From an optimization exercise on the open Yosys and OpenROAD flow, aimed at small area, a short achievable clock period and few clock cycles; shortcuts taken in it are not production practice. The RTL was checked by simulation tests, not by an equivalence proof against the original design. Power figures rest on the tool's default switching activity, not on a simulated workload.

## rev 12
==> flow/design.v (excerpt) <==
module vs_resampler (
    input  wire        clk,
    input  wire        rst,
    input  wire        start,
    input  wire [1:0]  method,        
    input  wire [14:0] src_w,
    input  wire [14:0] src_h,
    input  wire [14:0] dst_w,
    input  wire [14:0] dst_h,
    input  wire [31:0] src_base,
    input  wire [15:0] src_stride,
    input  wire [31:0] dst_base,
    input  wire [15:0] dst_stride,
    output wire        done,
    output wire        err,
    output wire        rd_en,
    output wire [31:0] rd_addr,
    input  wire [7:0]  rd_data,
    output wire        wr_en,
    output wire [31:0] wr_addr,
    output wire [7:0]  wr_data
);
==> flow/config.mk <==
export PLATFORM = sky130hd
export DESIGN_NAME = vs_resampler
export DESIGN_NICKNAME = vs_resampler
export VERILOG_FILES = /design/flow/design.v
export SDC_FILE = /design/flow/constraint.sdc
export NUM_CORES = 4
export LEC_CHECK = 0
export ABC_CLOCK_PERIOD_IN_PS = 6000
export CAP_MARGIN = 20
export CORE_MARGIN = 2
export CORE_UTILIZATION = 50
export SLEW_MARGIN = 20
export SYNTH_MEMORY_MAX_BITS = 65536
==> flow/constraint.sdc <==
create_clock -name core_clock -period 16.0 [get_ports {clk}]
set_input_delay 3.2000 -clock core_clock [delete_from_list [all_inputs] [get_ports {clk}]]
set_output_delay 3.2000 -clock core_clock [all_outputs]
set_load 0.01 [all_outputs]
standard.sh (not shown) runs the stock make flow with config.mk's settings and CLKGATE_MAP_FILE= SYNTH_SCRIPT=/design/flow/synth_recipe.tcl, a recipe that flattens the netlist after the stock synthesis.
==> flow/flow/run.sh <==
#!/bin/bash
set -euo pipefail
bash standard.sh SETUP_SLACK_MARGIN=9.5 finish > make_finish.log 2>&1
Rev 12 was carried through to the last stage, and its layout satisfied the timing, design-rule and antenna checks.
Testbench counts of rev 12, summed over its fixed seeds: cycles 159,765.
## Diff of input files: rev 13 against rev 12
==> flow/flow/run.sh <==
#!/bin/bash
set -euo pipefail
bash standard.sh SETUP_SLACK_MARGIN=11.2 finish > make_finish.log 2>&1
## What came out
Taking rev 12 as the reference, in rev 13 share of total power in sequential cells down 1.3 points; total area of multi-input combinational cells up about 2%; proportion of cell area occupied by registers down 0.59 points; multi-input gate share of total cell area down 0.32 points; post-layout minimum cycle time down 690 ps.

* * *

the reference run:
vs_resampler, a different RTL version from the one above (not shown whole).
For scale: roughly 9600 cells after synthesis, roughly 1200 flip-flops, ~250 I/O pins, ~0.085 mm2 of cells after synthesis.
clock: 16.0 ns
lec_check: 0
abc_clock_period_in_ps: 6000
cap_margin: 20
core_margin: 2
core_utilization: 60
slew_margin: 20
synth_memory_max_bits: 65536
==> flow/flow/run.sh <==
#!/bin/bash
set -euo pipefail
bash standard.sh SETUP_SLACK_MARGIN=11.6 finish > make_finish.log 2>&1
The reference run: done, clean on timing, DRC and antenna
Testbench counts of the reference run, summed over its fixed seeds: cycles 159,765.
Edits applied to the flow inputs when going from the reference run to the trial run:
Settings: a change of CORE_UTILIZATION from 60 to 55.
==> flow/flow/run.sh <==
#!/bin/bash
set -euo pipefail
bash standard.sh SETUP_SLACK_MARGIN=11.4 finish > make_finish.log 2>&1
==> comparison <==
The trial run ended with every stage complete and zero timing, DRC or antenna violations. The final layout from the reference run, which completed every stage, passed the timing, design-rule and antenna checks at the end of the flow. Relative to the reference run, length of routed wiring on met1 increased by 2.5% in the trial run. Delta(final clock period utilization by the worst path, the trial run - the reference run) > 0. Compared with the reference run, the trial run shows non-clock buffer instance count of the final layout that has gone down by more than 10%. Est. power | the trial run vs the reference run | the trial run lower. Against the reference run, final wirelength in the trial run fell by a few percent. On worst supply voltage drop on vdd: between the trial run and the reference run, it ends up higher for the trial run. The trial run has sequential share of layout area above what the reference run had. Relative to the reference run, stage delay of the slowest cell on the critical path has increased by 0.02 ns in the trial run. Against the reference run as the reference, the trial run delivers a lower setup slack after layout. Count of clock-buffer cells in the layout ended up 10 higher on the trial run than on the reference run. [the trial run vs the reference run] final critical path time including I/O delays and setup: higher in the trial run.

* * *

== main ==
vs_resampler, a different RTL version from the one above (not shown whole).
Size in the first run: ~9400 cells after synthesis, ~1200 flip-flops, ~250 I/O pins, ~83000 µm² of cells after synthesis.
## vs_resampler
module vs_resampler (
    input  wire        clk,
    input  wire        rst,
    input  wire        start,
    input  wire [1:0]  method,        
    input  wire [14:0] src_w,
    input  wire [14:0] src_h,
    input  wire [14:0] dst_w,
    input  wire [14:0] dst_h,
    input  wire [31:0] src_base,
    input  wire [15:0] src_stride,
    input  wire [31:0] dst_base,
    input  wire [15:0] dst_stride,
    output wire        done,
    output wire        err,
    output wire        rd_en,
    output wire [31:0] rd_addr,
    input  wire [7:0]  rd_data,
    output wire        wr_en,
    output wire [31:0] wr_addr,
    output wire [7:0]  wr_data
);
Settings: LEC_CHECK=0, ABC_CLOCK_PERIOD_IN_PS=6000, CAP_MARGIN=20, CORE_MARGIN=2, CORE_UTILIZATION=50, SLEW_MARGIN=20, SYNTH_MEMORY_MAX_BITS=65536; clock period 16.0 ns.
==> flow/flow/run.sh <==
#!/bin/bash
set -euo pipefail
bash standard.sh SETUP_SLACK_MARGIN=10.8 finish > make_finish.log 2>&1
Testbench counts of main, summed over its fixed seeds: cycles 159,765.
For the feature branch, these inputs were changed with respect to main:
- SETUP_SLACK_MARGIN newly set to 5
==> flow/run.sh (new file) <==
#!/bin/bash
# synth_recipe.tcl (not shown) runs the flow's synth.tcl, then flattens the netlist and writes it again
# the make line also repeats each setting of config.mk as NAME=value (left out here)
make -C /OpenROAD-flow-scripts/flow DESIGN_CONFIG=/design/flow/config.mk WORK_HOME=/design/flow/orfs CLKGATE_MAP_FILE= SYNTH_SCRIPT=/design/flow/synth_recipe.tcl finish
removed: flow/flow/run.sh
removed: flow/standard.sh
Results
The feature branch ended with every stage complete and zero timing, DRC or antenna violations.
Going from main to the feature branch, the wire length of the first global-routing pass was found to have gone down by 1.2%.
Compared with main, the feature branch is more frugal on power.
The feature branch ends up with a share of total power in the clock network that is 0.3 points higher than in main.
The feature branch ended up with met5 as its top layer used by detailed routing; main ended up with met4.
The shortest period the worst path allows of the feature branch exceeds that of main by 0.55 ns.
In the tables for the feature branch and main, design area reads higher with main.

## afterwards: timing with drivers on the ports
Ports are ideal in the flow. The routed layouts listed here were re-timed in OpenROAD. Step 1: set_driving_cell puts a clkbuf_16 on clk and a buf_2 on each other input, an assumption about the parent block. Step 2 adds t to the input delays and takes it off the output delays; t is the mean of the earliest and latest rising clock arrival at the registers after step 1. Input paths then give back, and output paths get back, about the clock's delay inside the block. a / b / c = ideal / step 1 / step 2; a / b = the first two.
| run | shift t [ns] | slack for setup (ns) | hold WS [ns] |
|---|---|---|---|
| rev 12 | 0.869 | 10.238 / 10.238 / 9.590 | 0.300 / 0.300 / 0.300 |
| rev 13 | 0.862 | 10.932 / 10.960 / 10.098 | 0.315 / 0.315 / 0.315 |
| the reference run | 0.845 | 11.464 / 11.406 / 10.856 | 0.314 / 0.314 / 0.314 |
| the trial run | 0.861 | 11.404 / 11.364 / 10.640 | 0.319 / 0.319 / 0.319 |
| main | 0.869 | 10.818 / 10.797 / 9.967 | 0.318 / 0.318 / 0.318 |
| the feature branch | 0.874 | 10.269 / 10.297 / 9.423 | 0.315 / 0.315 / 0.315 |
After both steps every run listed still meets setup and hold. For main, which loses most, drivers alone change the setup slack by -0.021 ns; drivers and shift together by -0.851 ns.
